Background: an optimization exercise with open tools, aiming at small area, a short achievable clock period and few clock cycles. Do not read the settings as production practice. In this exercise RTL edits were held to simulation tests only and were not proved equivalent to the original. No activity file was given, so power comes from the tool's default toggle rates.

===== design/flow/config.mk =====
export PLATFORM = sky130hd
export DESIGN_NAME = idcodec_core
export DESIGN_NICKNAME = idcodec_core
export VERILOG_FILES = /design/flow/design.v
export SDC_FILE = /design/flow/constraint.sdc
export NUM_CORES = 8
export LEC_CHECK = 0
export CAP_MARGIN = 30
export CORE_MARGIN = 2
export CORE_UTILIZATION = 25
export SLEW_MARGIN = 30
export SETUP_SLACK_MARGIN = 7.5

===== design/flow/constraint.sdc =====
create_clock -name core_clock -period 12.0 [get_ports {clk}]
set_input_delay 2.4000 -clock core_clock [delete_from_list [all_inputs] [get_ports {clk}]]
set_output_delay 2.4000 -clock core_clock [all_outputs]
set_load 0.01 [all_outputs]

===== design/flow/design.v =====
module idcodec_core (
    input             clk,
    input             rst,
    input             in_valid,
    output            in_ready,
    input      [2:0]  in_op,
    input      [63:0] in_data,
    output            dig_valid,
    output     [7:0]  dig_data,
    output            resp_valid,
    output     [63:0] resp_value,
    output            resp_ovf,
    output     [6:0]  resp_len
);
    localparam OP_SETCFG  = 3'd1;
    localparam OP_SETPERM = 3'd2;
    localparam OP_ENC     = 3'd3;
    localparam OP_DIGIT   = 3'd4;
    localparam OP_DEC     = 3'd5;
    localparam LD_IDLE = 3'd0;    
    localparam LD_DIG  = 3'd1;    
    localparam LD_I2D  = 3'd2;    
    localparam LD_PAD  = 3'd3;    
    localparam LD_DONE = 3'd4;    
    integer i;
    reg         rdy_r;
    reg         cmd_v;
    reg  [2:0]  cmd_op;
    reg  [63:0] cmd_data;
    wire acc_now = in_valid & rdy_r & ~rst;
    always @(posedge clk) begin
        cmd_v    <= acc_now;
        cmd_op   <= in_op;
        cmd_data <= in_data;
    end
    wire c_cfg  = cmd_v & (cmd_op == OP_SETCFG);
    wire c_perm = cmd_v & (cmd_op == OP_SETPERM);
    wire c_enc  = cmd_v & (cmd_op == OP_ENC);
    wire c_dig  = cmd_v & (cmd_op == OP_DIGIT);
    wire c_dec  = cmd_v & (cmd_op == OP_DEC);
    reg [8:0]    base;
    reg [8:0]    mbase;            
    reg [6:0]    minlen;
    reg [10:0]   nbase1;           
    reg [10:0]   nbase2;           
    reg [194:0]  mula;
    reg [2047:0] permf;
    always @(posedge clk) begin
        if (c_cfg) begin
            base   <= cmd_data[8:0];
            minlen <= cmd_data[22:16];
        end
        mbase  <= base;
        nbase1 <= 11'd0 - {2'd0, base};
        nbase2 <= 11'd0 - {1'd0, base, 1'b0};
        for (i = 1; i < 16; i = i + 1)
        begin
            mula[13*(i-1) +: 13] <= {4'd0, base} * i[3:0];
        end
        for (i = 0; i < 256; i = i + 1)
            if (c_cfg || (c_perm && cmd_data[7:0] == i[7:0]))
                permf[8*i +: 8] <= c_cfg ? 8'hff : cmd_data[15:8];
    end
    reg [511:0] qm;
    function [5:0] ewrap;
        input [5:0] a;
        input       full;
        input       h;
        begin
            ewrap = full ? a : {h, a[4:0]};
        end
    endfunction
    reg        eng_run;
    reg        fwd;
    reg        efull;
    reg        e_nz;          
    reg        ehalf;
    reg  [1:0] eclaim;
    reg  [6:0] en_n;
    reg  [6:0] nm1;           
    reg  [6:0] lm1;           
    reg  [6:0] lm2;           
    reg        pf;            
    reg  [7:0] hdist;         
    reg  [5:0] wofs;          
    reg  [5:0] wofs_p;        
    reg  [7:0] dl [0:2];      
    reg  [5:0] rd0, rd1, rd2;
    reg        sq_pre;
    reg  [1:0] sq_pc;         
    reg  [6:0] sq_j, sq_r;
    reg  [12:0] sq_left;      
    reg  [7:0] slk;           
    reg        dr_v;
    reg  [1:0] dr_cnt;
    reg        dr_fwd, dr_full, dr_half;
    reg  [1:0] dr_claim;
    reg  [6:0] dr_n;
    reg  [5:0] dr_F, dr_off;
    reg        dr_pf;
    reg  [23:0] dr_dl;        
    reg        b_fwd, c_fwd, d_fwd;
    reg  [5:0] b_w1;
    reg  [1:0] b_g;
    reg  [5:0] b_w;
    reg  [7:0] b_x0, b_x1, b_xl;
    localparam [39:0] XAM = 40'hf83e0f83e0;
    reg        b_p0, b_p1, b_f0, b_f1, b_l0, b_l1, b_n0, b_n1;
    reg  [1:0] b_d0, b_d1;
    reg  [1:0] c_g;
    reg  [5:0] c_w, c_w1;
    reg  [7:0] c_v0, c_v1;
    localparam [63:0] CKM = 64'hff00_ff00_ff00_ff00;
    reg        c_p0, c_p1, c_f0, c_f1, c_n0, c_n1;
    reg  [1:0] c_d0, c_d1;
    reg  [7:0] carry;
    reg        d_we0, d_we1;
    reg  [5:0] d_w0, d_w1;
    reg        d_sel0, d_sel1, d_p0, d_p1, d_u0, d_u1;
    reg  [1:0] d_d0, d_d1;
    reg  [7:0] d_dl0, d_dl1, d_v0, d_v1, d_s0, d_s1, d_i0, d_i1;
    wire [7:0] d_o0  = d_p0 ? d_v0 : d_fwd ? d_s0 : d_i0;
    wire [7:0] d_o1  = d_p1 ? d_v1 : d_fwd ? d_s1 : d_i1;
    wire [7:0] d_wd0 = d_sel0 ? d_dl0 : d_o0;
    wire [7:0] d_wd1 = d_sel1 ? d_dl1 : d_o1;
    reg         o_busy;
    reg         o_fwd;
    reg         o_full;
    reg         o_half;
    reg  [1:0]  o_claim;
    reg  [6:0]  o_n;
    reg  [5:0]  o_nm1;
    reg  [5:0]  o_base;
    wire [5:0]  o_last;
    reg  [5:0]  o_addr;
    assign o_last = ewrap(o_base + o_nm1, o_full, o_half);
    reg  [5:0]  o_off;
    reg  [6:0]  o_cnt;        
    reg         o_pf;
    reg  [23:0] o_dl;
    wire [5:0]  o_dj  = o_off - o_nm1 + 6'd2;
    wire        o_inq = !o_pf || (o_off < o_nm1 - 6'd2);
    reg  [3:0] pp_row [0:3];
    reg  [7:0] pp_out [0:3];
    always @(*) begin
        for (i = 0; i < 4; i = i + 1) begin
            if (eng_run && e_nz && (efull || i[1] == ehalf))
                pp_row[i] = ({rd0[5], rd0[0]} == i[1:0]) ? rd0[4:1] : rd1[4:1];
            else
                pp_row[i] = o_addr[4:1];
            pp_out[i] = qm[128*i + 8*pp_row[i] +: 8];
        end
    end
    wire [7:0] mx0 = pp_out[{rd0[5], rd0[0]}];
    wire [7:0] mx1 = pp_out[{rd1[5], rd1[0]}];
    wire [7:0] ro  = pp_out[{o_addr[5], o_addr[0]}];
    wire [7:0] mxl = qm[128*{rd2[5], rd2[0]} + 8*rd2[4:1] +: 8];
    wire jw  = (sq_j == lm1);                 
    wire jw2 = (sq_j == lm2);                 
    wire [6:0] j1 = jw ? 7'd0 : sq_j + 7'd1;
    wire [6:0] r1 = jw ? sq_r + 7'd1 : sq_r;
    wire [6:0] j2 = jw ? 7'd1 : jw2 ? 7'd0 : sq_j + 7'd2;
    wire [6:0] r2 = (jw || jw2) ? sq_r + 7'd1 : sq_r;
    wire v0 = sq_pre ? (sq_pc != 2'd0) : (sq_left != 13'd0);
    wire v1 = sq_pre ? (sq_pc == 2'd2) : (sq_left[12:1] != 12'd0);
    wire pass0 = sq_pre | (sq_j > nm1);
    wire pass1 = sq_pre | (j1 > nm1);
    wire first0 = ~sq_pre & (sq_j == 7'd0);
    wire first1 = ~sq_pre & jw;
    wire last0 = ~sq_pre & (sq_j == nm1);
    wire last1 = ~sq_pre & (j1 == nm1);
    wire fl0 = 1'b0;
    wire fl1 = 1'b0;
    wire [1:0] dix0 = (pf && !sq_pre && sq_j < 7'd3) ? sq_j[1:0] : 2'd3;
    wire [1:0] dix1 = (pf && !sq_pre && j1 < 7'd3) ? j1[1:0] : 2'd3;
    wire nw0 = pf & ~sq_pre & (sq_r == 7'd0) & (sq_j < 7'd3);
    wire nw1 = pf & ~sq_pre & (r1 == 7'd0) & (j1 < 7'd3);
    wire la0 = ~fwd & ~pass0 & ~last0 & ~fl0;
    wire la1 = ~fwd & ~pass1 & ~last1 & ~fl1;
    wire ok2 = eng_run & v1 & ({6'd0, 1'b1, ~fwd} <= slk);
    wire ok1 = eng_run & v0 & ({7'd0, la0} < slk);
    wire [1:0] g = ok2 ? 2'd2 : ok1 ? 2'd1 : 2'd0;
    wire sq_end = ~sq_pre & (sq_left == 13'd0);
    wire       cw0_en = d_we0;
    wire       cw1_en = d_we1;
    wire [7:0] x0 = (cw1_en && d_w1 == rd0) ? d_wd1 : (cw0_en && d_w0 == rd0) ? d_wd0 : mx0;
    wire [7:0] x1 = (cw1_en && d_w1 == rd1) ? d_wd1 : (cw0_en && d_w0 == rd1) ? d_wd0 : mx1;
    wire [7:0] xl = (cw1_en && d_w1 == rd2) ? d_wd1 : (cw0_en && d_w0 == rd2) ? d_wd0 : mxl;
    wire [5:0] rd3 = ewrap(rd0 + 6'd3, efull, ehalf);
    wire [5:0] rd4 = ewrap(rd0 + 6'd4, efull, ehalf);
    reg  [7:0] gv0 [0:7];
    reg  [7:0] gv1 [0:7];
    always @(*) begin
        for (i = 0; i < 8; i = i + 1) begin
            gv0[i] = permf[256*i + 8*b_x0[4:0] +: 8];
            gv1[i] = permf[256*i + 8*b_x1[4:0] +: 8];
        end
    end
    wire [7:0] pl0 = gv0[b_x0[7:5]];
    wire [7:0] pl1 = gv1[b_x1[7:5]];
    wire [7:0] sb0 = b_l0 ? 8'd0 : b_x1;
    wire [7:0] sb1 = b_l1 ? 8'd0 : b_xl;
    wire [8:0] df0 = {1'b0, b_x0} - {1'b0, sb0};
    wire [8:0] df1 = {1'b0, b_x1} - {1'b0, sb1};
    wire [8:0] dm0 = df0[8] ? df0 + base : df0;
    wire [8:0] dm1 = df1[8] ? df1 + base : df1;
    wire [7:0] v0_n = b_p0 ? b_x0 : b_fwd ? pl0 : dm0[7:0];
    wire [7:0] k0_n = b_p0 ? b_x0 : dm0[7:0];    
    wire [7:0] k1_n = b_p1 ? b_x1 : dm1[7:0];
    wire [7:0] v1_n = b_p1 ? b_x1 : b_fwd ? pl1 : dm1[7:0];
    wire [7:0]  cin0 = c_f0 ? 8'd0 : carry;
    wire [10:0] t0a  = {3'd0, cin0} + {3'd0, c_v0};
    wire [10:0] t0b  = {3'd0, cin0} + {3'd0, c_v0} + nbase1;
    wire [7:0]  sum0 = t0b[10] ? t0a[7:0] : t0b[7:0];
    wire [10:0] t1a  = {3'd0, cin0} + {3'd0, c_v0} + {3'd0, c_v1};
    wire [10:0] t1b  = {3'd0, cin0} + {3'd0, c_v0} + {3'd0, c_v1} + nbase1;
    wire [10:0] t1c  = {3'd0, cin0} + {3'd0, c_v0} + {3'd0, c_v1} + nbase2;
    wire [7:0]  sum1 = c_f1 ? c_v1 : (~t1c[10] ? t1c[7:0] : ~t1b[10] ? t1b[7:0] : t1a[7:0]);
    reg [7:0] iv0, iv1;
    always @(*) begin
        iv0 = 8'd0;
        iv1 = 8'd0;
        for (i = 0; i < 256; i = i + 1) begin
            iv0 = iv0 | ({8{permf[8*i +: 8] == c_v0}} & i[7:0]);
            iv1 = iv1 | ({8{permf[8*i +: 8] == c_v1}} & i[7:0]);
        end
    end
    reg  [2:0]  ld_st;
    reg         ld_fwd;
    reg         lh;           
    reg  [1:0]  lclaim;       
    reg  [5:0]  lp;           
    reg  [6:0]  cnt;          
    reg  [12:0] sq_n;         
    reg  [1:0]  hfree;        
    reg  [63:0] q;
    reg  [7:0]  rem;
    reg  [7:0]  rem2;
    reg  [3:0]  qn1_r;        
    reg  [3:0]  tn2;          
    reg         s2v;          
    reg  [1:0]  i2d_bub;      
    reg         found1;       
    reg         found2;       
    reg  [7:0]  rem3;
    reg  [3:0]  qn2_r;
    reg  [3:0]  tn3;
    reg         s3v;
    reg  [3:0]  tn;           
    reg  [3:0]  cur_nib;
    reg         found;
    reg  [3:0]  ntop;
    reg  [3:0]  fnib;
    reg         dv;
    reg  [7:0]  dd;
    function [11:0] div16;
        input [7:0]   r;
        input [3:0]   nib;
        input [194:0] m;
        input [1:0]   form;
        reg   [11:0]  xd;
        reg   [12:0]  dj [1:15];
        reg   [15:0]  ge;
        reg   [15:0]  oh;
        integer k;
        begin
            xd = {r, nib};
            ge[0] = 1'b1;
            for (k = 1; k < 16; k = k + 1) begin
                case (form)
                    2'd0:    dj[k] = {1'b0, xd} - m[13*(k-1) +: 13];
                    2'd1:    dj[k] = {1'b0, xd} + m[13*(k-1) +: 13];
                    default: dj[k] = {1'b0, xd} + m[13*(k-1) +: 13] + 13'd1;
                endcase
                ge[k] = ~dj[k][12];
            end
            for (k = 0; k < 15; k = k + 1)
                oh[k] = ge[k] & ~ge[k+1];
            oh[15] = ge[15];
            div16 = {4'd0, xd[7:0] & {8{oh[0]}}};
            for (k = 1; k < 16; k = k + 1)
                div16 = div16 | {k[3:0] & {4{oh[k]}}, dj[k][7:0] & {8{oh[k]}}};
        end
    endfunction
    wire [11:0] dv1 = div16(rem, cur_nib, mula, 2'd0);
    wire [11:0] dv2 = div16(rem2, qn1_r, mula, 2'd0);
    wire [11:0] dv3 = div16(rem3, qn2_r, mula, 2'd0);
    wire [3:0]  qn  = dv1[11:8];
    wire [7:0]  rn  = dv1[7:0];
    wire [3:0]  qn2 = dv2[11:8];
    wire [7:0]  rn2 = dv2[7:0];
    wire [3:0]  qn3 = dv3[11:8];
    wire [7:0]  rn3 = dv3[7:0];
    wire [3:0]  q_prev_nib = q[4*(tn - 4'd1) +: 4];
    reg  [3:0]  v_top;
    reg         v_nz;
    always @(*) begin
        v_top = 4'd0;
        v_nz  = 1'b0;
        for (i = 0; i < 16; i = i + 1)
            if (cmd_data[4*i +: 4] != 4'd0) begin
                v_top = i[3:0];
                v_nz  = 1'b1;
            end
    end
    wire [3:0] v_top_nib = cmd_data[4*v_top +: 4];
    reg  cnt_z, cnt_32, cnt_lm;
    wire can_write = cnt_z  ? hfree[lh] :
                     cnt_32 ? hfree[~lh] : 1'b1;
    reg       ld_we;
    reg [7:0] ld_wd;
    reg       wr_dv;
    reg       pd_v;           
    reg [7:0] pd_d;
    wire      pd_in = c_dig & (pd_v | ~can_write);
    always @(*) begin
        ld_we = 1'b0;
        wr_dv = 1'b0;
        ld_wd = cmd_data[7:0];
        if (pd_v) begin
            ld_we = can_write;
            ld_wd = pd_d;
        end else if (c_dig) begin
            ld_we = can_write;
        end else if (dv && can_write) begin
            ld_we = 1'b1;
            wr_dv = 1'b1;
            ld_wd = dd;
        end else if (ld_st == LD_PAD && !dv && cnt_lm && can_write) begin
            ld_we = 1'b1;
            ld_wd = 8'd0;
        end
    end
    wire i2d_stall = dv & ~can_write;
    reg  [63:0] acc;
    reg         ovf;
    reg  [2:0]  ac;           
    reg  [2:0]  mci;          
    reg         mv;           
    reg  [20:0] prl;          
    reg  [19:0] prh;
    reg         plast;        
    reg  [1:0]  pci;
    reg  [8:0]  cr;           
    reg  [7:0]  dcur;         
    reg         dvalid;       
    reg         inprog;       
    reg  [15:0] mreg;         
    reg  [1:0]  mri;
    reg         mrv;
    reg         o_first;      
    reg         dig_v_r;
    reg  [7:0]  dig_d_r;
    reg         resp_v_r;
    reg  [6:0]  resp_len_r;
    wire        d_fast  = dvalid && !inprog && (ac == 3'd0);
    wire        d_start = dvalid && !inprog && (ac != 3'd0);
    wire [15:0] mchunk  = acc[16*mci[1:0] +: 16];
    wire [20:0] mprl    = mreg * mbase[4:0];
    wire [19:0] mprh    = mreg * mbase[8:5];
    wire [24:0] asum    = {4'd0, prl} + {prh, 5'd0} + {16'd0, cr};
    wire        fin_add = mv && plast;
    reg         dn_v;
    reg         dn_fwd, dn_full, dn_half;
    reg  [1:0]  dn_claim;
    reg  [6:0]  dn_n;
    reg  [5:0]  dn_F;
    reg  [5:0]  dn_off;
    reg         dn_pf;
    reg  [23:0] dn_dl;
    wire eng_done  = dr_v && (dr_cnt == 2'd0) && !dn_v;
    wire eng_start = (ld_st == LD_DONE) && !eng_run;
    wire [5:0] eng_F = rd0;
    wire [5:0] eng_off = pf ? en_n[5:0] - 6'd2 : (en_n == 7'd1) ? 6'd0 : 6'd1;
    wire o_fin     = o_busy && (o_fwd ? (o_cnt == 7'd1) :
                                (!o_first && o_cnt == 7'd0 && (d_fast || (fin_add && !dvalid))));
    wire o_take_dn = dn_v && (!o_busy || (o_fin && dn_n != 7'd0));
    wire o_take_en = eng_done && !dn_v && (!o_busy || (o_fin && dr_n != 7'd0));
    wire [1:0] s_mod = (cnt <= 7'd1 || cnt == 7'd3) ? 2'd0 : (cnt == 7'd2) ? 2'd1 : 2'd3;
    wire [1:0] pre_n = ld_fwd ? ((cnt >= 7'd3) ? 2'd2 : 2'd0) : ((cnt >= 7'd2) ? 2'd1 : 2'd0);
    wire       pf_n  = (cnt >= 7'd9);
    wire [8:0] n3m3  = {1'b0, cnt, 1'b0} + {2'b0, cnt} - 9'd3;
    reg [3:0] wq_en;
    reg [3:0] wq_row [0:3];
    reg [7:0] wq_dat [0:3];
    always @(*) begin
        for (i = 0; i < 4; i = i + 1) begin
            wq_en[i]  = 1'b0;
            wq_row[i] = lp[4:1];
            wq_dat[i] = ld_wd;
            if (cw0_en && {d_w0[5], d_w0[0]} == i[1:0]) begin
                wq_en[i]  = 1'b1;
                wq_row[i] = d_w0[4:1];
                wq_dat[i] = d_wd0;
            end else if (cw1_en && {d_w1[5], d_w1[0]} == i[1:0]) begin
                wq_en[i]  = 1'b1;
                wq_row[i] = d_w1[4:1];
                wq_dat[i] = d_wd1;
            end else if (ld_we && {lp[5], lp[0]} == i[1:0]) begin
                wq_en[i]  = 1'b1;
            end
        end
    end
    always @(posedge clk) begin
            b_fwd <= fwd;
            b_w   <= ewrap(rd0 + (sq_pre ? wofs_p : wofs), efull, ehalf);
            b_w1  <= ewrap(rd0 + (sq_pre ? wofs_p : wofs) + 6'd1, efull, ehalf);
            b_x0 <= x0;
            b_x1 <= x1;
            b_xl <= xl;
            b_p0 <= pass0;
            b_p1 <= pass1;
            b_f0 <= first0;
            b_f1 <= first1;
            b_l0 <= last0;
            b_l1 <= last1;
            b_d0 <= dix0;
            b_d1 <= dix1;
            b_n0 <= nw0;
            b_n1 <= nw1;
            c_w  <= b_w;
            c_w1 <= b_w1;
            c_fwd <= b_fwd;
            c_v0 <= v0_n;
            c_v1 <= v1_n;
            c_p0 <= b_p0;
            c_p1 <= b_p1;
            c_f0 <= b_f0;
            c_f1 <= b_f1;
            c_d0 <= b_d0;
            c_d1 <= b_d1;
            c_n0 <= b_n0;
            c_n1 <= b_n1;
            d_w0  <= c_w;
            d_w1  <= c_w1;
            d_fwd <= c_fwd;
            d_sel0 <= (c_d0 != 2'd3);
            d_sel1 <= (c_d1 != 2'd3);
            d_dl0  <= dl[c_d0];
            d_dl1  <= dl[c_d1];
            d_d0   <= c_d0;
            d_d1   <= c_d1;
            d_p0   <= c_p0;
            d_p1   <= c_p1;
            d_v0   <= c_v0;
            d_v1   <= c_v1;
            d_s0   <= sum0;
            d_s1   <= sum1;
            d_i0   <= iv0;
            d_i1   <= iv1;
    end
    always @(posedge clk) begin
        if (rst || eng_start) begin
            cnt_z  <= 1'b1;
            cnt_32 <= 1'b0;
            cnt_lm <= 1'b1;
        end else if (ld_we) begin
            cnt_z  <= 1'b0;
            cnt_32 <= (cnt == 7'd31);
            cnt_lm <= (cnt + 7'd1 < minlen);
        end
    end
    always @(posedge clk) begin
        if (fwd) begin
        end
        if (!fwd) begin
        end
    end
    always @(posedge clk) begin
        for (i = 0; i < 64; i = i + 1)
            if (wq_en[i / 16] && wq_row[i / 16] == i[3:0])
                qm[8*i +: 8] <= wq_dat[i / 16];
    end
    wire       os_fwd  = o_take_dn ? dn_fwd  : dr_fwd;
    wire       os_full = o_take_dn ? dn_full : dr_full;
    wire       os_half = o_take_dn ? dn_half : dr_half;
    wire [6:0] os_n    = o_take_dn ? dn_n    : dr_n;
    wire [5:0] os_F    = o_take_dn ? dn_F    : dr_F;
    wire [5:0] os_off  = o_take_dn ? dn_off  : dr_off;
    always @(posedge clk) begin
        if (rst) begin
            ld_st  <= LD_IDLE;
            cnt    <= 7'd0;
            sq_n   <= 13'd0;
            dv     <= 1'b0;
            pd_v   <= 1'b0;
            lh     <= 1'b0;
            lp     <= 6'd31;
            lclaim <= 2'b00;
        end else begin
            if (pd_in) begin
                pd_v <= 1'b1;
                pd_d <= cmd_data[7:0];
            end
            if (ld_we) begin
                lp   <= lp - 6'd1;
                cnt  <= cnt + 7'd1;
                sq_n <= sq_n + {5'd0, cnt, 1'b1};
                if (cnt_z)  lclaim[lh]  <= 1'b1;
                if (cnt_32) lclaim[~lh] <= 1'b1;
                if (pd_v) pd_v <= 1'b0;
                if (wr_dv) dv <= 1'b0;
            end
            case (ld_st)
                LD_IDLE: begin
                    if (c_dig) ld_st <= LD_DIG;
                    if (c_dec) begin
                        ld_fwd <= 1'b0;
                        ld_st  <= LD_DONE;
                    end
                    if (c_enc) begin
                        ld_fwd  <= 1'b1;
                        q       <= cmd_data;
                        tn      <= v_top;
                        cur_nib <= v_top_nib;
                        rem     <= 8'd0;
                        rem2    <= 8'd0;
                        rem3    <= 8'd0;
                        found   <= 1'b0;
                        found1  <= 1'b0;
                        found2  <= 1'b0;
                        s2v     <= 1'b0;
                        s3v     <= 1'b0;
                        i2d_bub <= 2'd0;
                        ld_st   <= v_nz ? LD_I2D : LD_PAD;
                    end
                end
                LD_DIG: begin
                    if (c_dec) begin
                        ld_fwd <= 1'b0;
                        ld_st  <= LD_DONE;
                    end
                end
                LD_I2D: begin
                    if (!i2d_stall) begin
                        s2v <= (i2d_bub == 2'd0);
                        if (i2d_bub == 2'd0) begin
                            qn1_r <= qn;
                            tn2   <= tn;
                            if (qn != 4'd0) found1 <= 1'b1;
                            if (tn != 4'd0) begin
                                tn      <= tn - 4'd1;
                                cur_nib <= q_prev_nib;
                                rem     <= rn;
                            end else begin
                                dv      <= 1'b1;
                                dd      <= rn;
                                rem     <= 8'd0;
                                i2d_bub <= 2'd1;
                            end
                        end
                        s3v <= s2v;
                        if (s2v) begin
                            qn2_r <= qn2;
                            tn3   <= tn2;
                            rem2  <= rn2;
                            if (qn2 != 4'd0) found2 <= 1'b1;
                        end
                        if (i2d_bub == 2'd1) begin
                            rem2    <= 8'd0;
                            i2d_bub <= 2'd2;
                            if (found1) begin
                                dv <= 1'b1;
                                dd <= rn2;
                            end
                        end
                        if (s3v) begin
                            for (i = 0; i < 16; i = i + 1)
                                if (tn3 == i[3:0]) q[4*i +: 4] <= qn3;
                            rem3 <= rn3;
                            if (!found && qn3 != 4'd0) begin
                                found <= 1'b1;
                                ntop  <= tn3;
                                fnib  <= qn3;
                            end
                        end
                        if (i2d_bub == 2'd2) begin
                            i2d_bub <= 2'd0;
                            rem3    <= 8'd0;
                            found   <= 1'b0;
                            found1  <= 1'b0;
                            found2  <= 1'b0;
                            if (found2) begin
                                dv <= 1'b1;
                                dd <= rn3;
                            end
                            if (found) begin
                                tn      <= ntop;
                                cur_nib <= fnib;
                            end else if (qn3 != 4'd0) begin
                                tn      <= 4'd0;
                                cur_nib <= qn3;
                            end else begin
                                ld_st <= LD_PAD;
                            end
                        end
                    end
                end
                LD_PAD: begin
                    if (!dv && !ld_we && !cnt_lm)
                        ld_st <= LD_DONE;
                end
                default: ;
            endcase
            if (eng_start) begin
                ld_st  <= LD_IDLE;
                cnt    <= 7'd0;
                sq_n   <= 13'd0;
                lclaim <= 2'b00;
                if (cnt != 7'd0) begin
                    lh <= ~lh;
                    lp <= {~lh, 5'd31};
                end
            end
        end
        if (rst) begin
            hfree <= 2'b11;
        end else begin
            if (ld_we && cnt_z)  hfree[lh]  <= 1'b0;
            if (ld_we && cnt_32) hfree[~lh] <= 1'b0;
            if (o_fin) begin
                if (o_claim[0]) hfree[0] <= 1'b1;
                if (o_claim[1]) hfree[1] <= 1'b1;
            end
        end
        if (rst) begin
            eng_run <= 1'b0;
            dr_v    <= 1'b0;
        end else if (eng_start) begin
            eng_run <= 1'b1;
            fwd     <= ld_fwd;
            efull   <= (cnt > 7'd32);
            e_nz    <= (cnt != 7'd0);
            ehalf   <= lh;
            eclaim  <= lclaim;
            en_n    <= cnt;
            nm1     <= cnt - 7'd1;
            pf      <= pf_n;
            lm1     <= cnt - 7'd1 + (pf_n ? 7'd0 : {5'd0, s_mod});
            lm2     <= cnt - 7'd2 + (pf_n ? 7'd0 : {5'd0, s_mod});
            sq_left <= sq_n + (pf_n ? 13'd0 : (s_mod == 2'd3) ? {4'd0, n3m3} : (s_mod == 2'd1) ? {6'd0, cnt} - 13'd1 : 13'd0);
            slk     <= pf_n ? {1'b0, cnt} - 8'd3 : {1'b0, cnt};
            hdist   <= pf_n ? {1'b0, cnt} - 8'd3 : {1'b0, cnt};
            wofs    <= pf_n ? cnt[5:0] - 6'd3 : cnt[5:0];
            wofs_p  <= cnt[5:0];
            rd0     <= ewrap(lp + 6'd1, cnt > 7'd32, lh);
            rd1     <= ewrap(lp + 6'd2, cnt > 7'd32, lh);
            rd2     <= ewrap(lp + 6'd3, cnt > 7'd32, lh);
            sq_pre  <= (pre_n != 2'd0);
            sq_pc   <= pre_n;
            sq_j    <= 7'd0;
            sq_r    <= 7'd0;
        end else if (eng_run) begin
            slk  <= hdist - {6'd0, g} - {6'd0, b_g};
            case (g)
                2'd2: begin
                    rd0 <= rd2;
                    rd1 <= rd3;
                    rd2 <= rd4;
                end
                2'd1: begin
                    rd0 <= rd1;
                    rd1 <= rd2;
                    rd2 <= rd3;
                end
                default: ;
            endcase
            if (sq_pre) begin
                sq_pc  <= sq_pc - g;
                sq_pre <= (sq_pc != g);
            end else begin
                if (g == 2'd2) begin
                    sq_j    <= j2;
                    sq_r    <= r2;
                    sq_left <= sq_left - 13'd2;
                end else if (g == 2'd1) begin
                    sq_j    <= j1;
                    sq_r    <= r1;
                    sq_left <= sq_left - 13'd1;
                end
            end
            if (sq_end && !dr_v) begin
                eng_run  <= 1'b0;
                dr_v     <= 1'b1;
                dr_cnt   <= 2'd2;
                dr_fwd   <= fwd;
                dr_full  <= efull;
                dr_half  <= ehalf;
                dr_claim <= eclaim;
                dr_n     <= en_n;
                dr_F     <= eng_F;
                dr_off   <= eng_off;
                dr_pf    <= pf;
                dr_dl    <= {dl[2], dl[1], dl[0]};
            end
        end
        if (!rst && dr_v) begin
            if (dr_cnt != 2'd0) dr_cnt <= dr_cnt - 2'd1;
            else if (eng_done)  dr_v   <= 1'b0;
        end
        if (rst) begin
            b_g     <= 2'd0;
            c_g     <= 2'd0;
            d_we0   <= 1'b0;
            d_we1   <= 1'b0;
            d_u0    <= 1'b0;
            d_u1    <= 1'b0;
        end else begin
            b_g   <= g;
            if (fwd) begin
            end
            if (g != 2'd0) begin
            end
            c_g  <= b_g;
            if (!b_fwd) begin
            end
            if (b_g != 2'd0) begin
            end
            if (c_g == 2'd2)      carry <= sum1;
            else if (c_g == 2'd1) carry <= sum0;
            d_we0 <= (c_g != 2'd0) && !c_n0;
            d_we1 <= (c_g == 2'd2) && !c_n1;
            d_u0   <= (c_g != 2'd0);
            d_u1   <= (c_g == 2'd2);
            if (d_u0 && d_d0 != 2'd3) dl[d_d0] <= d_o0;
            if (d_u1 && d_d1 != 2'd3) dl[d_d1] <= d_o1;
        end
        if (rst) begin
            dn_v <= 1'b0;
        end else begin
            if (o_take_dn)
                dn_v <= 1'b0;
            if (eng_done && !o_take_en) begin
                dn_v     <= 1'b1;
                dn_fwd   <= dr_fwd;
                dn_full  <= dr_full;
                dn_half  <= dr_half;
                dn_claim <= dr_claim;
                dn_n     <= dr_n;
                dn_F     <= dr_F;
                dn_off   <= dr_off;
                dn_pf    <= dr_pf;
                dn_dl    <= dr_dl;
            end
        end
        dig_v_r  <= 1'b0;
        resp_v_r <= 1'b0;
        if (rst) begin
            o_busy <= 1'b0;
        end else begin
            if (o_busy) begin
                if (o_fwd) begin
                    dig_v_r <= 1'b1;
                    dig_d_r <= o_inq ? ro : o_dl[8*o_dj[1:0] +: 8];
                    o_cnt   <= o_cnt - 7'd1;
                    if (o_off == o_nm1) begin
                        o_off  <= 6'd0;
                        o_addr <= o_base;
                    end else begin
                        o_off  <= o_off + 6'd1;
                        o_addr <= ewrap(o_addr + 6'd1, o_full, o_half);
                    end
                end else begin
                    if (o_first) begin
                        o_first <= 1'b0;
                        acc     <= 64'd0;
                        ovf     <= 1'b0;
                        ac      <= 3'd0;
                        inprog  <= 1'b0;
                        mv      <= 1'b0;
                        mrv     <= 1'b0;
                        dvalid  <= 1'b0;
                    end else begin
                        if (mrv) begin
                            prl   <= mprl;
                            prh   <= mprh;
                            pci   <= mri;
                            plast <= ({1'b0, mri} + 3'd1 == ac);
                            mv    <= 1'b1;
                        end else begin
                            mv  <= 1'b0;
                        end
                        if (d_start) begin
                            mreg <= acc[15:0];
                            mri  <= 2'd0;
                            mrv  <= 1'b1;
                            mci  <= 3'd1;
                        end else if (mrv) begin
                            if (mci < ac) begin
                                mreg <= mchunk;
                                mri  <= mci[1:0];
                                mci  <= mci + 3'd1;
                            end else begin
                                mrv  <= 1'b0;
                            end
                        end
                        if (d_start) begin
                            inprog <= 1'b1;
                            cr     <= {1'b0, dcur};
                            dvalid <= 1'b0;
                        end
                        if (mv) begin
                            acc[16*pci +: 16] <= asum[15:0];
                            cr <= asum[24:16];
                            if (fin_add) begin
                                inprog <= 1'b0;
                                if (ac != 3'd4)
                                    acc[16*ac[1:0] +: 16] <= {7'd0, asum[24:16]};
                                if (asum[24:16] != 9'd0) begin
                                    if (ac == 3'd4) ovf <= 1'b1;
                                    else            ac  <= ac + 3'd1;
                                end
                            end
                        end
                        if (d_fast) begin
                            acc[15:0] <= {8'd0, dcur};
                            ac        <= (dcur != 8'd0) ? 3'd1 : 3'd0;
                            dvalid    <= 1'b0;
                        end
                        if (o_cnt != 7'd0 && (!dvalid || d_fast || d_start)) begin
                            dcur   <= o_inq ? ro : o_dl[8*o_dj[1:0] +: 8];
                            dvalid <= 1'b1;
                            o_cnt  <= o_cnt - 7'd1;
                            if (o_off == 6'd0) begin
                                o_off  <= o_nm1;
                                o_addr <= o_last;
                            end else begin
                                o_off  <= o_off - 6'd1;
                                o_addr <= ewrap(o_addr - 6'd1, o_full, o_half);
                            end
                        end
                    end
                end
                if (o_fin) begin
                    o_busy     <= 1'b0;
                    resp_v_r   <= 1'b1;
                    resp_len_r <= o_n;
                end
            end
            if (o_take_dn || o_take_en) begin
                o_busy  <= 1'b1;
                o_fwd   <= os_fwd;
                o_full  <= os_full;
                o_half  <= os_half;
                o_claim <= o_take_dn ? dn_claim : dr_claim;
                o_n     <= os_n;
                o_nm1   <= os_n[5:0] - 6'd1;
                o_cnt   <= os_n;
                o_base  <= os_F;
                o_off   <= os_off;
                o_pf    <= o_take_dn ? dn_pf : dr_pf;
                o_dl    <= o_take_dn ? dn_dl : dr_dl;
                o_addr  <= ewrap(os_F + os_off, os_full, os_half);
                o_first <= 1'b1;
                if (os_n == 7'd0) begin
                    o_busy     <= 1'b0;
                    resp_v_r   <= 1'b1;
                    resp_len_r <= 7'd0;
                    acc        <= 64'd0;
                    ovf        <= 1'b0;
                end
            end
        end
    end
    wire big_now = acc_now & ((in_op == OP_ENC) | (in_op == OP_DEC));
    wire dig_now = acc_now & (in_op == OP_DIGIT);
    reg  [2:0] ld_st_n;
    always @(*) begin
        ld_st_n = ld_st;
        if (c_enc) ld_st_n = LD_I2D;
        if (c_dec) ld_st_n = LD_DONE;
        if (c_dig) ld_st_n = LD_DIG;
        if (eng_start) ld_st_n = LD_IDLE;
    end
    wire [6:0] cnt_n   = eng_start ? 7'd0 : (cnt + {6'd0, ld_we});
    wire       lh_n    = (eng_start && cnt != 7'd0) ? ~lh : lh;
    wire pd_n    = (pd_v & ~ld_we) | pd_in;
    wire space_n = ~pd_n & ~(dig_now & ((cnt_n == 7'd0)  ? ~hfree[lh_n] :
                                        (cnt_n == 7'd32) ? ~hfree[~lh_n] : 1'b0));
    always @(posedge clk) begin
        if (rst)
            rdy_r <= 1'b1;
        else
            rdy_r <= (ld_st_n == LD_IDLE || ld_st_n == LD_DIG) && !big_now && space_n;
    end
    assign in_ready   = rdy_r;
    assign dig_valid  = dig_v_r;
    assign dig_data   = dig_d_r;
    assign resp_valid = resp_v_r;
    assign resp_value = acc;
    assign resp_ovf   = ovf;
    assign resp_len   = resp_len_r;
endmodule

===== design/flow/flow/run.sh =====
#!/bin/bash
MARGIN=7.5
echo "export SETUP_SLACK_MARGIN = $MARGIN" >> config.mk
export SETUP_SLACK_MARGIN=$MARGIN
bash standard.sh > standard.log 2>&1
status=$?
echo "standard.sh exit $status" >> standard.log
exit $status

===== design/flow/standard.sh =====
#!/bin/bash
# synth_recipe.tcl (not shown) runs the flow's synth.tcl, then flattens the netlist and writes it again
# the make line also repeats each setting of config.mk as NAME=value (left out here)
make -C /OpenROAD-flow-scripts/flow DESIGN_CONFIG=/design/flow/config.mk WORK_HOME=/design/flow/orfs CLKGATE_MAP_FILE= SYNTH_SCRIPT=/design/flow/synth_recipe.tcl "${@:-finish}"

==> results of run 1 <==
[what timing repair did]
action | CTS | global route
gates cloned | 15 | 5
buffers inserted | 207 | 86
pin swaps | 58 | 102
resized for setup | 559 | 268
hold endpoints to repair | 0 | 0
setup endpoints to repair | 1115 | 594
hold buffers | 0 | 0
[flip-flops by register name (all words and copies together), names as in the netlist, 9 cells and up]
name,flops
qm,512
base,9
o_dl,24
sq_n,13
mreg,16
cmd_data,64
permf,2048
dr_dl,24
acc,64
prl,21
nbase1,10
dn_dl,24
mula,70
sq_left,13
cr,9
q,64
dl,32
prh,20
[cell usage after synthesis, drive strengths merged, types with 310 or more instances]
cell type | n | area [sq um]
nand4 | 540 | 3380
edfxtp | 3195 | 95900
a21oi | 945 | 4740
nor4 | 695 | 4360
mux4 | 565 | 12700
clkbuf | 645 | 2420
o21ai | 1385 | 6940
inv | 555 | 2080
mux2i | 681 | 6820
xnor2 | 1977 | 17300
a221oi | 326 | 2860
nor2 | 1277 | 4800
ha | 815 | 10200
xor2 | 2635 | 23100
a22oi | 310 | 2330
dfxtp | 384 | 7690
mux2 | 385 | 4340
buf | 837 | 4490
nand2 | 1226 | 4600
[worst max path at each step]
stage / from / to / slack, ps / depth (start not counted)
2_1_floorplan: cmd_op[0]$_DFF_P_ / permf[0]$_DFFE_PP_ / 6980 / 4
3_3_place_gp: c_v1[5]$_DFF_P_ / d_i1[1]$_DFF_P_ / 5080 / 12
3_5_place_dp: c_v1[1]$_DFF_P_ / d_i1[4]$_DFF_P_ / 5620 / 12
4_1_cts: c_v1[6]$_DFF_P_ / d_i1[4]$_DFF_P_ / 7120 / 12
5_1_grt: c_v0[3]$_DFF_P_ / carry[6]$_DFFE_PP_ / 6790 / 19
6_report: c_v0[3]$_DFF_P_ / carry[6]$_DFFE_PP_ / 6880 / 21
[routing by layer]
metal	GRT usage [%]	vias up
met5	1.00	-
met4	21.1	114
met3	11.5	5920
met2	37.5	20000
met1	32.0	111000
li1	-	85000
[worst max-delay path, stage by stage, from the launching register on]
cell and delay [ps]:
dfxtp_4 740, ha_1 370, inv_1 80, nor2_1 50
nor2_2 150, o21bai_1 110, a21oi_2 210, xnor2_2 180
ha_4 270, a21oi_4 170, o21ai_4 90, a21oi_2 190
nor2_4 70, ha_4 310, o21ai_1 80, a311oi_1 320
nand3b_1 130, buf_6 160, mux2_4 320, a211oi_4 260
a21oi_2 70, mux2_4 300
[area by class of cell]
| type | instances | area, sq um |
|---|---|---|
| inverters | 568 | 2220 |
| repair buffers | 1267 | 12500 |
| clock inverters | 253 | 2940 |
| diodes | 244 | 611 |
| fillers | 101000 | 695000 |
| well taps | 13000 | 16300 |
| flip-flops and latches | 3579 | 104000 |
| clock buffers | 490 | 10700 |
| multi-input cells | 16900 | 138000 |
[per-stage QoR]
| step | setup slack (ps) | area, sq um | power (mW) | instances | utilization [%] |
|---|---|---|---|---|---|
| final | 6880 | 287000 | 34.4 | 36300 | 29.2 |
| after global routing | 6790 | 286000 | 34.9 | 36100 | 29.1 |
| after CTS | 7120 | 283000 | 33.8 | 36000 | 28.9 |
| after detailed placement | 5620 | 265000 | 20.4 | 35000 | 27.0 |
| after global placement | 5080 | 265000 | 20.4 | 35000 | 26.9 |
| after floorplan | 6980 | 246000 | 17.9 | 22500 | - |
[cell families (layout without fill, tap and decap cells)]
| family | after synthesis | in the layout | share of synthesized area, % |
|---|---|---|---|
| flip-flops | 3579 | 3579 | 42.1 |
| buffers and inverters | 2050 | 2578 | 3.67 |
| multiplexers | 1631 | 1631 | 9.70 |
| AND/OR/NAND/NOR | 4821 | 4825 | 9.68 |
| adder cells (fa/ha/maj) | 971 | 971 | 5.41 |
| other | 1 | 252 | 0.00152 |
| AO/OA/AOI/OAI | 4859 | 4860 | 13.0 |
| XOR/XNOR | 4613 | 4613 | 16.4 |
[where the power goes]
group | leakage [nW] | switching, mW | internal [mW] | total [mW]
clock | 6.57 | 5.91 | 7.32 | 13.2
sequential | 32.1 | 0.444 | 13.8 | 14.3
combinational | 59.8 | 4.58 | 2.30 | 6.88
total | 98.4 | 10.9 | 23.4 | 34.4
==> out/qor.csv, run 1 <==
stage,metric,value,unit
outcome,status,"complete, no violations",
timing,tightestPinTransition,1320,ps
drt,wl_met1,502,mm
critical_path,reg2reg_to,carry[6]$_DFFE_PP_,
floorplan,die_h,996,um
drt,via_per_inst,6.12,
pwr,power.leakage,98.4,nW
critical_path,critPathKind,reg -> reg,
flow_run,maxCapViolCount,0,
timing,fmax,0.195,GHz
timing,hold_viol_final,0,
pwr,peakVddDrop,0.000156,V
hold_path,hold_end,d_we0$_SDFF_PP0_,
yosys,syn_inst,22500,
cts,cts.path.max_buffers,4,
floorplan,start_util,25.1,%
hold_path,hold-path-cell-count,1,
critical_path,critPathLaunchType,register,
drt,final_antenna_net_count,0,
timing,maxSlewViolCount,0,
timing,tns,0,ps
layout,nets,23800,
drt,met3_length,201,mm
timing,finalCritPeriodShare,42.6,%
cts,tritoncts,yes,
global_routing,overflow,0,
yosys,synth.distinct_cells,119,
global_routing,grt_max_degree,132,
global_routing,track_usage,26.8,%
floorplan,coreArea,982000,sq um
layout,final_cell_mix,"3,195 x edfxtp_1, 2,627 x xor2_1, 1,967 x xnor2_1",
cts,clk_pin_slew_worst_paths,70,ps
global_routing,grt_pass1_wl,1850,mm
drt,first_pass_iters,14,
timing,rsz0062_at_grt,true,
drt,top_layer,met5,
critical_path,path_max_fanout,7,
hold_path,hold_class,reg -> reg,
critical_path,r2r_cells,21,
layout,area_growth,16.4,%
global_routing,grt_pass1_vias,203000,
floorplan,die_area,993000,sq um
timing,finalWorstPathRequiredPeriod,5120,ps
cts,htreeDepth,5,
critical_path,required,12710,ps
floorplan,die_w,996,um
cts,clkLatencyLatePin,1140,ps
layout,drive_above_1_share,15.2,%
layout,final_common_cell,edfxtp_1,
yosys,synth_edf_count,3195,
yosys,ys_seq_area_share,42.1,%
hold_path,worstHoldStart,c_n0$_DFF_P_,
drt,wl_met2,559,mm
floorplan,ios,153,
cts,clock_sinks,3579,
yosys,ys_seq_elements,3579,
drt,wl,1400,mm
drt,vias,222000,
drt,wl_per_cell,38.7,um
yosys,ys.flop_type,edfxtp_1,
timing,clock_skew,231,ps
place,place_congestion,1.09,
place,io_buffers,152,
floorplan,rows,364,
yosys,syn-cell-area,246000,sq um
cts,cts-root-buf,clkbuf_16,
cts,numCtsBuffers,399,
place,dp_hpwl,969,mm
yosys,synth_area_per_cell,10.9,sq um
timing,whs,279,ps
timing,slew_headroom,11.4,%
critical_path,crit-reg2reg-launch,c_v0[3]$_DFF_P_,
drt,dr.first_iter.drc_count,37900,
timing,setup_violations,0,
yosys,synthArstFlopShare,0,%
pwr,powerDensity,120,nW/um^2
critical_path,critPathArrivalTime,5820,ps
drt,drc_errors,0,
critical_path,reg2reg_slack,6880,ps
yosys,yosysWarnings,10,
global_routing,antenna_found_initial,238,
critical_path,worst_setup_path_end_kind,register,
Testbench counts, summed over its fixed seeds: cycles 65,250.
==> run 2: changes to the inputs <==
--- a/design/flow/design.v
+++ b/design/flow/design.v
@@ -104,6 +104,6 @@
     reg  [1:0] b_g;
     reg  [5:0] b_w;
-    reg  [7:0] b_x0, b_x1, b_xl;
-    localparam [39:0] XAM = 40'hf83e0f83e0;
+    reg  [7:0] b_r0, b_r1, b_rl;      
+    reg  [5:0] b_a0, b_a1, b_al;      
     reg        b_p0, b_p1, b_f0, b_f1, b_l0, b_l1, b_n0, b_n1;
     reg  [1:0] b_d0, b_d1;
@@ -111,5 +111,4 @@
     reg  [5:0] c_w, c_w1;
     reg  [7:0] c_v0, c_v1;
-    localparam [63:0] CKM = 64'hff00_ff00_ff00_ff00;
     reg        c_p0, c_p1, c_f0, c_f1, c_n0, c_n1;
     reg  [1:0] c_d0, c_d1;
@@ -184,4 +183,7 @@
     wire       cw0_en = d_we0;
     wire       cw1_en = d_we1;
+    wire [7:0] b_x0 = (cw1_en && d_w1 == b_a0) ? d_wd1 : (cw0_en && d_w0 == b_a0) ? d_wd0 : b_r0;
+    wire [7:0] b_x1 = (cw1_en && d_w1 == b_a1) ? d_wd1 : (cw0_en && d_w0 == b_a1) ? d_wd0 : b_r1;
+    wire [7:0] b_xl = (cw1_en && d_w1 == b_al) ? d_wd1 : (cw0_en && d_w0 == b_al) ? d_wd0 : b_rl;
     wire [7:0] x0 = (cw1_en && d_w1 == rd0) ? d_wd1 : (cw0_en && d_w0 == rd0) ? d_wd0 : mx0;
     wire [7:0] x1 = (cw1_en && d_w1 == rd1) ? d_wd1 : (cw0_en && d_w0 == rd1) ? d_wd0 : mx1;
@@ -379,5 +381,5 @@
     wire [1:0] s_mod = (cnt <= 7'd1 || cnt == 7'd3) ? 2'd0 : (cnt == 7'd2) ? 2'd1 : 2'd3;
     wire [1:0] pre_n = ld_fwd ? ((cnt >= 7'd3) ? 2'd2 : 2'd0) : ((cnt >= 7'd2) ? 2'd1 : 2'd0);
-    wire       pf_n  = (cnt >= 7'd9);
+    wire       pf_n  = (cnt >= 7'd7);
     wire [8:0] n3m3  = {1'b0, cnt, 1'b0} + {2'b0, cnt} - 9'd3;
     reg [3:0] wq_en;
@@ -406,7 +408,10 @@
             b_w   <= ewrap(rd0 + (sq_pre ? wofs_p : wofs), efull, ehalf);
             b_w1  <= ewrap(rd0 + (sq_pre ? wofs_p : wofs) + 6'd1, efull, ehalf);
-            b_x0 <= x0;
-            b_x1 <= x1;
-            b_xl <= xl;
+            b_r0 <= x0;
+            b_r1 <= x1;
+            b_rl <= xl;
+            b_a0 <= rd0;
+            b_a1 <= rd1;
+            b_al <= rd2;
             b_p0 <= pass0;
             b_p1 <= pass1;
@@ -652,5 +657,5 @@
             sq_r    <= 7'd0;
         end else if (eng_run) begin
-            slk  <= hdist - {6'd0, g} - {6'd0, b_g};
+            slk  <= hdist - {6'd0, g};
             case (g)
                 2'd2: begin
@@ -696,5 +701,8 @@
         end
         if (!rst && dr_v) begin
-            if (dr_cnt != 2'd0) dr_cnt <= dr_cnt - 2'd1;
+            if (dr_cnt != 2'd0) begin
+                dr_cnt <= dr_cnt - 2'd1;
+                dr_dl  <= {dl[2], dl[1], dl[0]};
+            end
             else if (eng_done)  dr_v   <= 1'b0;
         end
==> run 2 against run 1 <==
  * First-iteration DRC count grew 13%
  * Register-to-register slack worse by 170 ps
  * Global-route usage up 2.6 points
  * Clock skew is 53 ps lower
  * Clock-buffer cell count is 25 higher
  * Sequential power hardly changed
  * Highest routed layer unchanged
==> out/qor.csv, run 2 <==
stage,metric,value,unit,change
outcome,status,"complete, no violations",,
critical_path,path_max_fanout,27,,+20
yosys,ys.flop_type,edfxtp_1,,
floorplan,ios,153,,unchanged
pwr,seq_power_share,36.5,%,-5.0 points
floorplan,die_area,993000,sq um,about the same
yosys,synthArstFlopShare,0,%,unchanged
floorplan,start_util,25.1,%,about the same
cts,numCtsBuffers,413,,+3.5%
pwr,internal_power,25.6,mW,+9.0%
place,io_buffers,152,,unchanged
timing,tightestPinTransition,1400,ps,+81.3 ps
yosys,yosys.cell_count.top_type,edfxtp_1,,
layout,regArea,104000,sq um,+0.14%
floorplan,rows,364,,unchanged
global_routing,grt_pass1_wl,2000,mm,+8.2%
yosys,synth_area_per_cell,10.5,sq um,-4.0%
timing,finalWorstPathRequiredPeriod,5290,ps,+174 ps
floorplan,die_w,996,um,about the same
cts,clk_pin_slew_worst_paths,70,ps,about the same
critical_path,path_cells,"buf_6, buf_6, mux2i_2, a211o_1, a211o_1, o31ai_4, buf_6, buf_6, buf_12, buf_12, buf_4, nand2_1, nand3_1, o41ai_2, o21ai_1, a21oi_2, a211oi_4, o31a_1",,
cts,clock_sinks,3597,,+0.50%
place,dp_hpwl,1040,mm,+6.8%
place,numPlacedInstances,35900,,+2.6%
yosys,syn_inst,23500,,+4.2%
pwr,power_frac_comb,29.9,%,+9.9 points
critical_path,crit_buf_inv,7,,+5
critical_path,critPathKind,reg -> reg,,
layout,final_cell_mix,"3,171 x edfxtp_1, 2,359 x xor2_1, 2,277 x xnor2_1",,
global_routing,antenna_found_initial,263,,+11%
pwr,peakVddDrop,0.000148,V,-4.9%
pwr,sw_frac_of_total,35.9,%,+4.1 points
drt,via_per_inst,6.25,,+2.0%
global_routing,grt_max_degree,95,,-28%
yosys,synth_top_area_share,38.7,%,-0.30 points
timing,clock_skew,178,ps,-52.8 ps
layout,multi_input_area,141000,sq um,+2.6%
critical_path,crit_path_max_incr_delay,850,ps,+110 ps
cts,cts-root-buf,clkbuf_16,,
global_routing,track_usage,29.4,%,+2.6 points
timing,rsz0062_at_grt,true,,
floorplan,coreArea,982000,sq um,unchanged
pwr,powerDensity,133,nW/um^2,+11%
cts,clkLatencyLatePin,1160,ps,+20 ps
critical_path,critPathArrivalTime,6370,ps,+550 ps
pwr,power.leakage,105,nW,+6.2%
timing,slew_headroom,6.38,%,-5.0 points
timing,whs,323,ps,+44.9 ps
layout,drive_above_1_share,17.8,%,+2.6 points
yosys,ys_seq_elements,3597,,+0.50%
layout,reg_top3,"permf: 2048 flops, qm: 512 flops, mula: 70 flops",,
drt,dr.first_iter.drc_count,42800,,+13%
global_routing,grt_pass1_vias,211000,,+3.9%
cts,cts.path.max_buffers,4,,unchanged
yosys,synth_area_leaders,"edfxtp_1 39%, xor2_1 8.5%, xnor2_1 8.2%",,
hold_path,hold-path-cell-count,0,,-1
layout,nFillCells,99900,,-0.60%
timing,hold_viol_final,0,,unchanged
layout,nets,25200,,+6.0%
timing,fmax,0.189,GHz,-3.3%
layout,area_growth,21.7,%,
layout,largest_register_ffs,2048,,unchanged
layout,final_common_cell,edfxtp_1,,
yosys,yosys-top-cells-count,"3,171 x edfxtp_1, 2,376 x xor2_1, 2,314 x xnor2_1, 2,072 x nand2_1, 1,245 x a21oi_1",,
critical_path,slowest_stage,a211oi_4,,
critical_path,required,13080,ps,+370 ps
drt,vias,236000,,+6.1%
cts,tritoncts,yes,,
cts,htreeDepth,5,,unchanged
critical_path,crit_top_cell,buf_6,,
timing,finalCritPeriodShare,44.1,%,+1.4 points
yosys,ys_seq_area_share,42.1,%,about the same
flow_run,maxCapViolCount,0,,unchanged
yosys,yosysWarnings,10,,unchanged
critical_path,critPathTopFamily,compound AO/OA/AOI/OAI gates,,
place,place_congestion,1.08,,-0.79%
yosys,yosysTopAreaCell,edfxtp_1,,
timing,tns,0,ps,unchanged
layout,fin_cells,37800,,+4.0%
pwr,pwr-share-clk,33.6,%,-4.9 points
drt,wl,1560,mm,+11%
yosys,syn-cell-area,246000,sq um,about the same
critical_path,worst_setup_path_end_kind,register,,
yosys,synth_edf_count,3171,,-0.75%
critical_path,r2r_cells,18,,-14%
yosys,synth.distinct_cells,105,,-12%
global_routing,overflow,0,,unchanged
layout,fin_util,30.5,%,+1.3 points
drt,wl_per_cell,41.4,um,+7.0%
critical_path,critPathLaunchType,register,,
pwr,p_switching,14.3,mW,+31%
floorplan,die_h,996,um,about the same
critical_path,path_depth,18,,-14%
hold_path,hold_class,reg -> reg,,
layout,regMostFlops,permf,,
drt,drc_errors,0,,unchanged
cts,hold_buffers,0,,unchanged
drt,first_pass_iters,11,,-3
timing,maxSlewViolCount,0,,unchanged
timing,setup_violations,0,,unchanged
drt,final_antenna_net_count,0,,unchanged
==> run 2: per-layer routing <==
| metal | vias to the layer above | global-route usage [%] | routed length, um |
|---|---|---|---|
| li1 | 88800 | - | - |
| met1 | 118000 | 35.3 | 563000 |
| met2 | 22400 | 39.7 | 597000 |
| met3 | 6818 | 14.9 | 246000 |
| met4 | 114 | 22.2 | 155000 |
| met5 | - | 1.75 | 3710 |
==> run 2: cell families (layout without fill, tap and decap cells) <==
family | count (synthesis) | in the layout | synth area share (%)
compound gates | 5151 | 5151 | 13.9
flops | 3597 | 3597 | 42.1
buf+inv | 2152 | 3193 | 3.70
mux | 1168 | 1168 | 7.02
other cells | 1 | 265 | 0.00152
xor+xnor | 4690 | 4690 | 16.7
fa+ha+maj | 963 | 963 | 5.37
simple gates | 5741 | 5743 | 11.2
==> run 2: timing repair <==
item / CTS / global route
pin swaps: 247 / 279
setup endpoints to repair: 563 / 235
gates resized for setup: 1472 / 592
gates cloned: 88 / 31
buffers inserted: 440 / 288
==> run 2: metrics by stage <==
stage / setup WS, ps / area (sq um) / total power, mW
floorplan: 6990 / 247000 / 20.2
global placement: 4300 / 266000 / 24.1
detailed placement: 4650 / 266000 / 24.2
CTS: 6950 / 293000 / 38.6
global route: 6900 / 299000 / 40.3
finish: 6710 / 300000 / 39.9
==> run 2: power groups by stage <==
stage / logic (mW) / registers [mW] / clock network [mW]
floorplan: 5.66 / 14.6 / 0
global placement: 9.25 / 14.9 / 0
detailed placement: 9.34 / 14.9 / 0
CTS: 10.7 / 14.5 / 13.4
global route: 12.0 / 14.5 / 13.8
finish: 11.9 / 14.5 / 13.4
==> run 2: layout make-up <==
| cell class | instances | area share, % |
|---|---|---|
| clock inverter | 252 | 0.927 |
| multi-input combinational | 17700 | 47.1 |
| timing repair inverter | 15 | 0.0463 |
| timing repair buffer | 1830 | 7.14 |
| clock buffer | 515 | 3.69 |
| sequential | 3597 | 34.7 |
| inverter | 581 | 0.816 |
| tap | 13000 | 5.42 |
| antenna | 257 | 0.215 |
==> run 2: worst paths after layout <==
check | end | slack [ps] | start
max | c_v0[6]$_DFF_P_ | 6710 | d_fwd$_DFF_P_
min | d_w0[1]$_DFF_P_ | 320 | c_w[1]$_DFF_P_
max reg2reg | c_v0[6]$_DFF_P_ | 6710 | d_fwd$_DFF_P_
min reg2reg | d_w0[1]$_DFF_P_ | 320 | c_w[1]$_DFF_P_
Testbench counts of run 2, summed over its fixed seeds: cycles 62,262.
==> run 3: changes to the inputs <==
--- a/design/flow/design.v
+++ b/design/flow/design.v
@@ -195,10 +195,10 @@
     always @(*) begin
         for (i = 0; i < 8; i = i + 1) begin
-            gv0[i] = permf[256*i + 8*b_x0[4:0] +: 8];
-            gv1[i] = permf[256*i + 8*b_x1[4:0] +: 8];
+            gv0[i] = permf[256*i + 8*b_r0[4:0] +: 8];
+            gv1[i] = permf[256*i + 8*b_r1[4:0] +: 8];
         end
     end
-    wire [7:0] pl0 = gv0[b_x0[7:5]];
-    wire [7:0] pl1 = gv1[b_x1[7:5]];
+    wire [7:0] pl0 = gv0[b_r0[7:5]];
+    wire [7:0] pl1 = gv1[b_r1[7:5]];
     wire [7:0] sb0 = b_l0 ? 8'd0 : b_x1;
     wire [7:0] sb1 = b_l1 ? 8'd0 : b_xl;
@@ -381,5 +381,5 @@
     wire [1:0] s_mod = (cnt <= 7'd1 || cnt == 7'd3) ? 2'd0 : (cnt == 7'd2) ? 2'd1 : 2'd3;
     wire [1:0] pre_n = ld_fwd ? ((cnt >= 7'd3) ? 2'd2 : 2'd0) : ((cnt >= 7'd2) ? 2'd1 : 2'd0);
-    wire       pf_n  = (cnt >= 7'd7);
+    wire       pf_n  = ld_fwd ? (cnt >= 7'd9) : (cnt >= 7'd7);
     wire [8:0] n3m3  = {1'b0, cnt, 1'b0} + {2'b0, cnt} - 9'd3;
     reg [3:0] wq_en;
@@ -657,5 +657,5 @@
             sq_r    <= 7'd0;
         end else if (eng_run) begin
-            slk  <= hdist - {6'd0, g};
+            slk  <= hdist - {6'd0, g} - (fwd ? {6'd0, b_g} : 8'd0);
             case (g)
                 2'd2: begin
==> run 3 against run 2 <==
  * Clock power about the same
  * Critical path depth increased by 4
  * Highest routed layer unchanged
  * Register-to-register slack gained 200 ps
  * Routed wire length shrank 7.8%
  * First-iteration DRC count shrank 0.49%
  * Via count is 2.8% lower
  * Hold slack got worse by 32 ps
  * Utilization decreased by 1.0 points
  * Non-clock buffer count shrank 412
  * Global-route usage fell by 2.1 points
  * Synthesized area rose by 0.39%
  * Setup slack better by 200 ps
==> out/qor.csv, run 3 <==
stage,metric,value,unit,change
yosys,yosysWarnings,10,,unchanged
cts,cts.path.max_buffers,4,,unchanged
pwr,peakVddDrop,0.000133,V,-10%
yosys,synth_edf_count,3171,,unchanged
pwr,power.leakage,100,nW,-4.2%
layout,nFillCells,101000,,+0.85%
floorplan,start_util,25.0,%,-0.028 points
timing,slew_headroom,10.0,%,+3.6 points
yosys,synth_area_per_cell,10.7,sq um,+2.3%
yosys,yosys.cell_count.top_type,edfxtp_1,,
yosys,synth_area_leaders,"edfxtp_1 39%, xor2_1 8.9%, xnor2_1 7.6%",,
critical_path,worst_setup_path_end_kind,register,,
drt,vias,229000,,-2.8%
yosys,synthArstFlopShare,0,%,unchanged
cts,tritoncts,yes,,
place,dp_hpwl,981,mm,-5.2%
floorplan,die_area,997000,sq um,+0.39%
drt,final_antenna_net_count,0,,unchanged
cts,clkLatencyLatePin,1230,ps,+70 ps
place,io_buffers,152,,unchanged
global_routing,track_usage,27.3,%,-2.1 points
floorplan,rows,365,,+0.27%
yosys,synth_top_area_share,38.5,%,-0.15 points
timing,finalWorstPathRequiredPeriod,5090,ps,-195 ps
floorplan,coreArea,987000,sq um,+0.51%
layout,multi_input_area,139000,sq um,-1.5%
layout,final_common_cell,edfxtp_1,,
yosys,yosys-top-cells-count,"3,171 x edfxtp_1, 2,515 x xor2_1, 2,146 x xnor2_1, 1,435 x o21ai_0, 1,252 x nor2_1",,
timing,finalCritPeriodShare,42.4,%,-1.6 points
cts,htreeDepth,5,,unchanged
floorplan,ios,153,,unchanged
yosys,ys.flop_type,edfxtp_1,,
critical_path,required,12800,ps,-280 ps
critical_path,critPathLaunchType,register,,
drt,via_per_inst,6.17,,-1.1%
yosys,syn-cell-area,247000,sq um,+0.39%
timing,clock_skew,222,ps,+44.4 ps
layout,reg_top3,"permf: 2048 flops, qm: 512 flops, mula: 70 flops",,
global_routing,grt_pass1_wl,1890,mm,-5.7%
timing,setup_violations,0,,unchanged
cts,clock_sinks,3597,,unchanged
layout,regMostFlops,permf,,
yosys,yosysTopAreaCell,edfxtp_1,,
place,numPlacedInstances,35700,,-0.58%
drt,first_pass_iters,17,,+6
timing,hold_viol_final,0,,unchanged
drt,dr.first_iter.drc_count,42600,,-0.49%
cts,numCtsBuffers,409,,-0.97%
timing,maxSlewViolCount,0,,unchanged
drt,wl,1440,mm,-7.8%
yosys,synth.distinct_cells,106,,+0.95%
timing,tightestPinTransition,1350,ps,-54.6 ps
floorplan,die_h,998,um,+0.20%
yosys,ys_seq_elements,3597,,unchanged
outcome,status,"complete, no violations",,
global_routing,grt_pass1_vias,207000,,-2.0%
critical_path,path_max_fanout,4,,-85%
pwr,powerDensity,108,nW/um^2,-19%
drt,wl_per_cell,38.9,um,-6.1%
floorplan,die_w,998,um,+0.20%
layout,area_growth,17.7,%,
timing,tns,0,ps,unchanged
timing,fmax,0.196,GHz,+3.8%
cts,clk_pin_slew_worst_paths,70,ps,about the same
global_routing,overflow,0,,unchanged
layout,largest_register_ffs,2048,,unchanged
drt,drc_errors,0,,unchanged
place,place_congestion,1.12,,+3.3%
layout,final_cell_mix,"3,171 x edfxtp_1, 2,509 x xor2_1, 2,131 x xnor2_1",,
layout,nets,24300,,-3.4%
flow_run,maxCapViolCount,0,,unchanged
critical_path,critPathKind,reg -> reg,,
timing,rsz0062_at_grt,true,,
layout,fin_cells,37100,,-1.7%
critical_path,critPathArrivalTime,5890,ps,-480 ps
global_routing,antenna_found_initial,241,,-8.4%
global_routing,grt_max_degree,115,,+21%
cts,cts-root-buf,clkbuf_16,,
layout,drive_above_1_share,15.6,%,-2.2 points
yosys,ys_seq_area_share,42.0,%,-0.17 points
yosys,syn_inst,23000,,-1.9%
hold_path,hold_class,reg -> reg,,
layout,regArea,104000,sq um,about the same
[run 3: cell types whose count changed after synthesis, sizes merged, moves of 106 or more]
cell / previous run / this run
xor2: 2376 / 2515
o21ai: 1108 / 1453
a21oi: 1245 / 1139
xnor2: 2314 / 2147
nand3: 411 / 179
a21o: 259 / 138
buf: 944 / 834
nand2: 2072 / 1181
mux2i: 459 / 802
nor2: 1144 / 1252
[run 3: final cells by class]
type	count	area share, %
multi-input combinational	17300	47.8
timing repair buffer	1418	5.01
clock inverter	273	1.06
inverter	595	0.800
antenna	241	0.207
tap	13200	5.68
sequential	3597	35.7
clock buffer	485	3.76
[run 3: cells by family after synthesis]
| logic type | after synthesis | share of synthesized area (%) |
|---|---|---|
| adders and majority gates | 968 | 5.37 |
| other | 1 | 0.00152 |
| DFF | 3597 | 42.0 |
| buffers and inverters | 2149 | 3.73 |
| AOI/OAI and AO/OA | 5223 | 13.8 |
| and+or+nand+nor | 4821 | 9.71 |
| muxes | 1601 | 8.88 |
| xor gates and xnor gates | 4663 | 16.5 |
[run 3: report_power, final]
part	total, mW	leakage (nW)	switching (mW)	internal, mW
Clock	13.5	6.80	5.95	7.58
Sequential	14.1	32.3	0.310	13.8
Combinational	3.64	61.1	2.43	1.21
Total	31.3	100	8.68	22.6
[run 3: worst paths after layout]
check,start,end,slack (ps),depth (start not counted)
worst min-delay path,b_f1$_DFF_P_,c_f1$_DFF_P_,290,0
worst max register to register,c_v0[0]$_DFF_P_,carry[4]$_DFFE_PP_,6910,22
worst max-delay path,c_v0[0]$_DFF_P_,carry[4]$_DFFE_PP_,6910,22
worst min register to register,b_f1$_DFF_P_,c_f1$_DFF_P_,290,0
[run 3: stage by stage]
stage          instance area (sq um)  power, mW  hold slack (ps)  worst slack [ps]  utilization (%)
6_report                      291000       31.3              291              6910             29.5
5_1_grt                       291000       31.8              316              6820             29.4
4_1_cts                       288000       31.0              291              7080             29.1
3_5_place_dp                  267000       17.5              312              5790             27.1
3_3_place_gp                  266000       17.5              310              4040             27.0
2_1_floorplan                 248000       16.1              310              7020                -
[run 3: per-layer routing]
layer	GRT usage [%]	up-vias	share of wire, %
li1	-	86900	-
met3	12.9	6409	15
met2	37.2	22000	39
met4	20.5	107	9.5
met1	33.1	114000	36
met5	2.03	-	0.23
[run 3: what timing repair did]
item / 4_1_cts / 5_1_grt
gates cloned: 33 / 5
resized for setup: 754 / 309
setup endpoints to repair: 637 / 230
hold buffers: 0 / 0
buffers inserted: 258 / 107
pin swaps: 86 / 113
[run 3: worst max-delay path, cell delays in order (launching register included)]
cell and delay, ps:
dfxtp_4 420, ha_4 200, fa_2 420, a21oi_2 150, nor2_1 60, nor2_2 170
xnor2_2 150, ha_1 300, a21boi_2 180, o21a_1 200, nor2_1 170, xnor2_2 160
ha_1 310, or2_4 250, a21oi_2 150, nor3_1 70, nand3b_1 220, buf_4 180
buf_6 110, mux2_4 300, a21oi_4 160, a21oi_2 80, mux2_2 260
Testbench counts of run 3, summed over its fixed seeds: cycles 63,563.

-- static timing again, ports no longer ideal --
The results above use ideal ports. As a check the final layouts listed here were re-extracted and re-timed, cells and wires unchanged.
Step 1 assumes that a clkbuf_16 drives the clock port and a buf_2 every other input.
Step 2 also shifts input and output timing later by t, the mid clock arrival at the registers, as if the neighbouring blocks saw the same clock.
a / b / c = ideal / step 1 / step 2; a / b = the first two.
| run | t, ns | setup WS [ns] | worst data-port slew with drivers (ns) |
|---|---|---|---|
| run 1 | 1.173 | 6.885 / 6.885 / 6.885 | 0.46 |
| run 2 | 1.224 | 6.711 / 6.711 / 6.711 | 0.18 |
| run 3 | 1.255 | 6.906 / 6.906 / 6.859 | 0.13 |
After both steps setup and hold are still met in every run listed. For run 3, which loses most, drivers alone change the setup slack by 0.000 ns; drivers and shift together by -0.047 ns.
